This is an optimization exercise on Yosys and OpenROAD, whose aim is small area, a short achievable clock period and few clock cycles, not a production implementation.
Function was checked by simulation only, so behaviour that the tests miss may differ from the original.
Power figures rest on the tool's default switching activity, not on a simulated workload.

==> design.v <==
module spa (
  input  wire        clk,
  input  wire        rst,         
  output wire        ready,       
  input  wire        reg_rd,
  input  wire        reg_wr,
  input  wire [7:0]  reg_addr,
  input  wire [31:0] reg_wdata,
  output reg  [31:0] rdata,
  input  wire        cmd_valid,
  input  wire [63:0] cmd_word,
  output wire        err_o
);
  localparam [31:0] ID_VALUE     = 32'h5350_4131;
  localparam [31:0] CONFIG_VALUE = 32'h0000_0610;
  localparam [1:0] OP_NOLOOP = 2'd0;
  localparam [1:0] OP_FWD    = 2'd1;
  localparam [1:0] OP_PP     = 2'd2;
  localparam [2:0] S_IDLE   = 3'd0;
  localparam [2:0] S_MUL    = 3'd1;
  localparam [2:0] S_BND    = 3'd2;
  localparam [2:0] S_DIV    = 3'd3;
  localparam [2:0] S_COMMIT = 3'd4;
  reg [31:0] pos;
  reg [15:0] frac;
  reg [31:0] delta;
  reg [31:0] lbeg;
  reg [31:0] lend;
  reg        dir;           
  reg        stopped;
  reg        disowned;
  reg [5:0]  handle;
  reg [2:0]  status;        
  reg [63:0] chact;
  reg [2:0]  state;
  reg [5:0]  cnt;
  reg [1:0]  op;
  reg        illegal;
  reg [31:0] nsamp;
  reg [63:0] prod;
  reg [31:0] p1_r;        
  reg [15:0] f1_r;
  reg        back_r;      
  reg        bnd_r;       
  reg        lorder_r;    
  reg        lzero_r;     
  reg [31:0] len_r;       
  reg [32:0] dvd;         
  reg [32:0] dvsr;        
  reg [32:0] rem;         
  assign ready = (state == S_IDLE);
  assign err_o = |status;
  wire acc_rd  = ready & reg_rd;
  wire acc_wr  = ready & reg_wr;
  wire acc_cmd = ready & cmd_valid;
  wire [31:0] ip = prod[47:16];
  wire [15:0] fp = prod[15:0];
  wire [16:0] s_fwd  = {1'b0, frac} + {1'b0, fp};
  wire [31:0] p1_fwd = pos + ip + {31'd0, s_fwd[16]};
  wire [16:0] d_bwd  = {1'b0, frac} - {1'b0, fp};
  wire [33:0] q_bwd  = {2'b00, pos} - {2'b00, ip} - {33'd0, d_bwd[16]};
  wire        back     = (op == OP_PP) & dir;
  wire        bnd_fwd  = (p1_fwd >= lend);
  wire        bnd_bwd  = ($signed(q_bwd) <= $signed({2'b00, lbeg}));
  wire [31:0] len      = lend - lbeg;
  wire [33:0] dvd_bwd  = {2'b00, lbeg} - q_bwd;
  wire [31:0] dvd_fwd  = p1_fwd - lend;
  wire [33:0] rem_sh   = {rem, dvd[32]};
  wire [33:0] rem_sub  = rem_sh - {1'b0, dvsr};
  wire        rem_ge   = ~rem_sub[33];
  wire [32:0] r      = rem;
  wire        r_ge_l = (r >= {1'b0, len_r});
  wire [15:0] f1_neg = 16'd0 - f1_r;
  reg [31:0] new_pos;
  reg [15:0] new_frac;
  reg        new_dir;
  reg        new_stopped;
  reg        clr_chan;
  reg [2:0]  new_fault;
  reg        commit_ctx;
  always @* begin
    new_pos     = pos;
    new_frac    = frac;
    new_dir     = dir;
    new_stopped = stopped;
    clr_chan    = 1'b0;
    new_fault   = 3'b000;
    commit_ctx  = 1'b1;
    if (illegal) begin
      new_fault  = 3'b001;
      commit_ctx = 1'b0;
    end else begin
      case (op)
        OP_NOLOOP: begin
          new_frac = f1_r;
          if (bnd_r) begin
            new_stopped = 1'b1;
            if (!disowned) clr_chan = 1'b1;
            else           new_pos  = p1_r;
          end else begin
            new_pos = p1_r;
          end
        end
        OP_FWD: begin
          new_frac = f1_r;
          if (!bnd_r)       new_pos = p1_r;
          else if (lorder_r) begin
            new_fault  = 3'b010;
            commit_ctx = 1'b0;
          end
          else if (lzero_r) new_pos = 32'd0;
          else              new_pos = lbeg + r[31:0];
        end
        default: begin  
          new_frac = f1_r;
          if (!bnd_r) new_pos = p1_r;
          else if (lorder_r) begin
            new_fault  = 3'b010;
            commit_ctx = 1'b0;
          end else if (lzero_r) begin
            new_fault  = 3'b100;
            commit_ctx = 1'b0;
          end else if (!back_r) begin
            if (r_ge_l) new_pos = lbeg + (r[31:0] - len_r);
            else begin
              new_dir  = 1'b1;
              new_pos  = lend - 32'd1 - r[31:0];
              new_frac = f1_neg;
            end
          end else begin
            if (r_ge_l) new_pos = lend - 32'd1 + len_r - r[31:0];
            else begin
              new_dir  = 1'b0;
              new_pos  = lbeg + r[31:0];
              new_frac = f1_neg;
            end
          end
        end
      endcase
    end
  end
  reg [31:0] rd_val;
  always @* begin
    case (reg_addr[7:2])
      6'h00:   rd_val = pos;
      6'h01:   rd_val = {16'd0, frac};
      6'h02:   rd_val = delta;
      6'h03:   rd_val = lbeg;
      6'h04:   rd_val = lend;
      6'h05:   rd_val = {30'd0, stopped, dir};
      6'h06:   rd_val = {disowned, 25'd0, handle};
      6'h07:   rd_val = {29'd0, status};
      6'h08:   rd_val = ID_VALUE;
      6'h09:   rd_val = CONFIG_VALUE;
      6'h10:   rd_val = chact[31:0];
      6'h11:   rd_val = chact[63:32];
      default: rd_val = 32'd0;
    endcase
  end
  always @(posedge clk) begin
    if (acc_rd) rdata <= rd_val;
  end
  always @(posedge clk) begin
    if (rst) begin
      pos      <= 32'd0;
      frac     <= 16'd0;
      delta    <= 32'd0;
      lbeg     <= 32'd0;
      lend     <= 32'd0;
      dir      <= 1'b0;
      stopped  <= 1'b0;
      disowned <= 1'b0;
      handle   <= 6'd0;
      status   <= 3'd0;
      chact    <= 64'd0;
      state    <= S_IDLE;
    end else begin
      case (state)
        S_IDLE: begin
          if (acc_wr) begin
            case (reg_addr[7:2])
              6'h00: pos   <= reg_wdata;
              6'h01: frac  <= reg_wdata[15:0];
              6'h02: delta <= reg_wdata;
              6'h03: lbeg  <= reg_wdata;
              6'h04: lend  <= reg_wdata;
              6'h05: begin
                dir     <= reg_wdata[0];
                stopped <= reg_wdata[1];
              end
              6'h06: begin
                handle   <= reg_wdata[5:0];
                disowned <= reg_wdata[31];
              end
              6'h07: status <= status & ~reg_wdata[2:0];
              6'h10: chact[31:0]  <= reg_wdata;
              6'h11: chact[63:32] <= reg_wdata;
              default: ;
            endcase
          end else if (acc_cmd) begin
            op      <= cmd_word[1:0];
            illegal <= (cmd_word[1:0] == 2'b11) | (|cmd_word[31:2]);
            nsamp   <= cmd_word[63:32];
            state   <= S_MUL;
          end
        end
        S_MUL: begin
          prod  <= {32'd0, delta} * {32'd0, nsamp};
          state <= S_BND;
        end
        S_BND: begin
          back_r   <= back;
          bnd_r    <= back ? bnd_bwd : bnd_fwd;
          p1_r     <= back ? q_bwd[31:0] : p1_fwd;
          f1_r     <= back ? d_bwd[15:0] : s_fwd[15:0];
          lorder_r <= (lbeg > lend);
          lzero_r  <= (lbeg == lend);
          len_r    <= len;
          dvd      <= back ? dvd_bwd[32:0] : {1'b0, dvd_fwd};
          dvsr     <= (op == OP_PP) ? {len, 1'b0} : {1'b0, len};
          rem      <= 33'd0;
          cnt      <= 6'd0;
          state    <= S_DIV;
        end
        S_DIV: begin
          rem <= rem_ge ? rem_sub[32:0] : rem_sh[32:0];
          dvd <= {dvd[31:0], 1'b0};
          cnt <= cnt + 6'd1;
          if (cnt == 6'd32) state <= S_COMMIT;
        end
        S_COMMIT: begin
          if (commit_ctx) begin
            pos     <= new_pos;
            frac    <= new_frac;
            dir     <= new_dir;
            stopped <= new_stopped;
            if (clr_chan) chact[handle] <= 1'b0;
          end
          status <= status | new_fault;
          state  <= S_IDLE;
        end
        default: state <= S_IDLE;
      endcase
    end
  end
endmodule
==> run.sh <==
#!/bin/bash
# synth_recipe.tcl (not shown) runs the flow's synth.tcl, then flattens the netlist and writes it again
# the make line also repeats each setting of config.mk as NAME=value (left out here)
make -C /OpenROAD-flow-scripts/flow DESIGN_CONFIG=/design/flow/config.mk WORK_HOME=/design/flow/orfs CLKGATE_MAP_FILE= SYNTH_SCRIPT=/design/flow/synth_recipe.tcl finish
==> config.mk <==
export PLATFORM = sky130hd
export DESIGN_NAME = spa
export DESIGN_NICKNAME = spa
export VERILOG_FILES = /design/flow/design.v
export SDC_FILE = /design/flow/constraint.sdc
export NUM_CORES = 4
export LEC_CHECK = 0
export CAP_MARGIN = 20
export CORE_MARGIN = 2
export CORE_UTILIZATION = 40
export SLEW_MARGIN = 20
==> constraint.sdc <==
create_clock -name core_clock -period 10.0 [get_ports {clk}]
set_input_delay 2.0000 -clock core_clock [delete_from_list [all_inputs] [get_ports {clk}]]
set_output_delay 2.0000 -clock core_clock [all_outputs]
set_load 0.01 [all_outputs]
==> flow_summary_export.csv <==
group,metric,value,unit
synth,avgSynthCellArea,8.577,um2
hold_path,hold_path_depth,2,
pwr,power.leakage,35.59,nW
clock_tree,cts_setup_buffers,0,
worst_setup_path,r2r_end,"prod[42]",
clock_tree,ctsHtreeMaxLevel,3,
synth,synth_simple_gate_area_share,17.19,%
drt,via_per_inst,5.618,
hold_path,timing.hold.worst.class,"reg2reg",
worst_setup_path,reg2reg_setup_slack,1.19,ns
worst_setup_path,r2r_start,"nsamp[2]",
global_route,grt_first_pass_wirelength,385.7,mm
hold_path,hold_start,"chact[18]",
worst_setup_path,worst-endpoint-required,10.42,ns
hold_path,worstHoldEndpoint,"chact[18]",
drt,postRouteWirelength,254.6,mm
worst_setup_path,cpPeakStageDelay,0.73,ns
cells_and_area,layout_cells_sized_above_1,4.558,%
placed_design,port-buffer-count,140,
synth,count_of_distinct_cell_types_in_the_synthesized_netlist,107,
sta,unrepaired_setup_endpoints_after_global_routing,"false",
synth,mapped_cells,8508,
pwr,power_density,92.56,nW/um2
floorplanning,die-area,185900,um2
cells_and_area,final_design_area_no_fill,79610,um2
sta,max_clock_freq,113.5,MHz
pwr,vdd_drop_max,0.1271,mV
floorplanning,core-area,180900,um2
clock_tree,clkSinkCount,527,
drt,via_count,61310,
worst_setup_path,crit_buf_inv,3,
clock_tree,insertion_delay,0.70,ns
synth,synth_compound_area_share,15.28,%
global_route,maximum_number_of_pins_on_one_net_before_global_route_repair,84,
worst_setup_path,critPathMostFrequentCell,"sky130_fd_sc_hd__fa_1",
clock_tree,postCtsResizedCells,0,
sta,fin_crit_sh,88.14,%
worst_setup_path,critical-path-top-delay-family,"adder cells",
global_route,globalRouteTotalUtil,27.22,%
run_status,run_status,"complete, no violations",
sta,slew-limit-headroom,25.64,%
clock_tree,clk_pin_slew_worst_paths,0.06,ns
worst_setup_path,ff2ff_path_depth,23,
sta,timing.final.max_slew_violations,0,
floorplanning,initial_standard_cell_utilization_of_the_core,40.33,%
synth,ys_warn_count,1,
worst_setup_path,critPathLaunchType,"register",
synth,synthXorXnorAreaFrac,5.135,%
clock_tree,clk_root_buffer_cell,"sky130_fd_sc_hd__clkbuf_16",
synth,yosys.cell_count.top_type,"sky130_fd_sc_hd__inv_1",
placed_design,placed_area,77060,um2
synth,ys.flop_type,"sky130_fd_sc_hd__edfxtp_1",
worst_setup_path,critPathArrivalTime,9.23,ns
sta,final-setup-viol-count,0,
synth,synth.ff_latch_count,527,
synth,post_synth_most_frequent_cells,"sky130_fd_sc_hd__inv_1 (1215), sky130_fd_sc_hd__nand2_1 (1003), sky130_fd_sc_hd__fa_1 (852)",
run,maxCapViolations,0,
global_route,initial_antenna_violation_count,12,
synth,synth_top_family_by_area,"adder cells",
drt,antenna_left,0,
clock_tree,cts_tree,"done",
drt,detailedRoute.firstPassIterationCount,6,
cells_and_area,design.final.nets,10030,
worst_setup_path,type_of_the_worst_setup_path,"reg2reg",
clock_tree,cts_hold_buffers,0,
drt,routedWlPerCell,23.33,um
synth,netlist_top_cells_area,"sky130_fd_sc_hd__fa_1 (23%), sky130_fd_sc_hd__edfxtp_1 (13%), sky130_fd_sc_hd__ha_1 (10%), sky130_fd_sc_hd__inv_1 (6.2%), sky130_fd_sc_hd__dfxtp_1 (6.1%)",
clock_tree,ctsLongestPathBuffers,3,
sta,skew,0.04188,ns
worst_setup_path,end_kind,"register",
synth,muxShareOfSynthArea,1.799,%
synth,post-synth-top-area-cell,"sky130_fd_sc_hd__fa_1",
synth,synth_area,72970,um2
floorplanning,die_y,431.1,um
synth,synth.top_cell.area_share,23.37,%
drt,drc_markers,0,
worst_setup_path,critical-path-slowest-cell,"sky130_fd_sc_hd__edfxtp_1",
floorplanning,design.portCount,143,
drt,detail_route.iter0.violations,4762,
sta,totalNegativeSetupSlack,0,ns
sta,timing_hold_violations_final,0,
sta,min_period,8.814,ns
synth,async_reset_ff_share,0,%
synth,number_of_synthesized_flops_with_an_enable_pin,304,
synth,post_synth_fa_ha_maj_area_fraction,33.61,%
synth,synth_sequential_area_ratio,18.63,%
placed_design,dpl.hpwl,205.3,mm
clock_tree,cts_made_buffers,72,
worst_setup_path,critical_path_cell_by_cell,"buf_4 > and2_1 > fa_1 > inv_1 > fa_1 > fa_1 > fa_1 > inv_1 > fa_1 > fa_1 > fa_1 > fa_1 > ha_1 > a21o_1 > a21o_1 > a21o_1 > a221o_1 > a31oi_1 > a21oi_1 > a221o_1 > a31oi_1 > o21ai_0 > xor2_1",
sta,worst-slew-pin-transition,1.108,ns
global_route,first_global_vias,63120,
placed_design,gp_congestion,0.9672,
floorplanning,die_x,431.1,um
floorplanning,std_cell_rows,156,
worst_setup_path,crit_path_max_fanout,20,
synth,synth.net_count,10070,
global_route,remaining_global_route_overflow,0,
cells_and_area,layout-area-overhead-vs-synth,9.096,%
report_power, final:
group / switching, mW / internal (mW)
Sequential: 0.0947 / 2.41
Combinational: 1.28 / 0.801
Clock: 1.20 / 1.58
Total: 2.57 / 4.80
cell families (layout without fill, tap and decap cells):
logic type                 Yosys count  in the layout
xor gates and xnor gates           427            427
other                                0             10
and+or+nand+nor                   2615           2615
AOI/OAI and AO/OA                 1767           1767
muxes                              112            112
DFF                                527            527
adders and majority gates         1449           1449
buffers and inverters             1611           1637
cells in the final DEF (no fill, tap or decap), types with 138 or more instances in the layout:
cell type,count
sky130_fd_sc_hd__a21o_1,206
sky130_fd_sc_hd__a21oi_1,613
sky130_fd_sc_hd__and2_1,522
sky130_fd_sc_hd__buf_4,142
sky130_fd_sc_hd__clkdlybuf4s50_1,138
sky130_fd_sc_hd__dfxtp_1,223
sky130_fd_sc_hd__edfxtp_1,304
sky130_fd_sc_hd__fa_1,852
sky130_fd_sc_hd__ha_1,597
sky130_fd_sc_hd__inv_1,1214
sky130_fd_sc_hd__nand2_1,1000
sky130_fd_sc_hd__nor2_1,475
sky130_fd_sc_hd__o21ai_0,348
sky130_fd_sc_hd__xnor2_1,306
layout make-up:
cell class,instances,area (um2)
fillers,17710,101300
multi-input cells,6370,53440
flip-flops and latches,527,13590
inverters,1216,4566
well taps,2370,2965
repair buffers,287,2544
clock buffers,92,2054
clock inverters,42,419.2
diodes,10,25.02
worst reg2reg max path, stage by stage (launching register included):
cell and delay, ns:
sky130_fd_sc_hd__edfxtp_1 0.73, sky130_fd_sc_hd__buf_4 0.36, sky130_fd_sc_hd__and2_1 0.19, sky130_fd_sc_hd__fa_1 0.54
sky130_fd_sc_hd__inv_1 0.06, sky130_fd_sc_hd__fa_1 0.50, sky130_fd_sc_hd__fa_1 0.46, sky130_fd_sc_hd__fa_1 0.55
sky130_fd_sc_hd__inv_1 0.05, sky130_fd_sc_hd__fa_1 0.48, sky130_fd_sc_hd__fa_1 0.57, sky130_fd_sc_hd__fa_1 0.42
sky130_fd_sc_hd__fa_1 0.47, sky130_fd_sc_hd__ha_1 0.37, sky130_fd_sc_hd__a21o_1 0.19, sky130_fd_sc_hd__a21o_1 0.17
sky130_fd_sc_hd__a21o_1 0.19, sky130_fd_sc_hd__a221o_1 0.34, sky130_fd_sc_hd__a31oi_1 0.34, sky130_fd_sc_hd__a21oi_1 0.25
sky130_fd_sc_hd__a221o_1 0.39, sky130_fd_sc_hd__a31oi_1 0.52, sky130_fd_sc_hd__o21ai_0 0.23, sky130_fd_sc_hd__xor2_1 0.17
layer usage:
| metal | GRT usage (%) | routed length, um | part of all wire (%) |
|---|---|---|---|
| met5 | 0 | 0 | 0 |
| met4 | 11.27 | 11460 | 4.5 |
| met3 | 3.034 | 14290 | 5.6 |
| met2 | 45.49 | 119700 | 47 |
| met1 | 35.82 | 109200 | 43 |
registers in the layout, indices dropped and copies added (netlist names), 32 cells and up:
name	count
p1_r	32
prod	48
lend	32
dvsr	33
dvd	33
lbeg	32
delta	32
chact	64
len_r	32
pos	32
nsamp	32
rdata	32
rem	33
worst max-delay path by stage:
| stage | startpoint | to | slack (ns) | cells past startpoint |
|---|---|---|---|---|
| finish | nsamp[2] | prod[42] | 1.19 | 23 |
| floorplan | rst | back_r | 0.66 | 3 |
| CTS | nsamp[3] | prod[47] | 1.03 | 22 |
| detailed placement | nsamp[3] | prod[47] | 1.03 | 22 |
| global placement | nsamp[7] | prod[47] | 1.02 | 23 |
| global route | delta[11] | prod[47] | 0.75 | 22 |
stage by stage:
| stage | utilization, % | total power, mW | std cells | hold WS, ns | setup WS (ns) |
|---|---|---|---|---|---|
| final | 44.00 | 7.369 | 10910 | 0.4715 | 1.186 |
| after global routing | 43.99 | 7.683 | 10910 | 0.5026 | 0.7468 |
| after global placement | 42.57 | 4.573 | 10770 | 0.4584 | 1.024 |
| after floorplan | - | 3.947 | 8508 | 0.4451 | 0.6614 |
| after detailed placement | 42.59 | 4.594 | 10770 | 0.4649 | 1.030 |
| after CTS | 43.96 | 7.400 | 10900 | 0.4729 | 1.028 |
Testbench counts, summed over its fixed seeds: cycles 116,356.

[static timing again, ports no longer ideal]
No port has a modelled driver above. Below, the same layout with a new extraction and two added sets of constraints.
Step 1 sets driving cells, clkbuf_16 on the clock port and buf_2 on the other inputs (assumed; they add their load-dependent delay and slew).
Step 2 times the ports against the registers' clock, not the clock port: input delays grow and output delays shrink by t, the midpoint of the rising clock arrivals with the driver on.
Slacks: ideal ports / drivers / drivers and shift; pairs: ideal ports / drivers.
shift t [ns]: 0.778
setup WS [ns]: 1.186 / 1.186 / 1.186
worst hold slack (ns): 0.472 / 0.472 / 0.472
After both steps this run still meets setup and hold. The setup slack of this run moves by 0.000 ns with the drivers and by 0.000 ns with both steps.
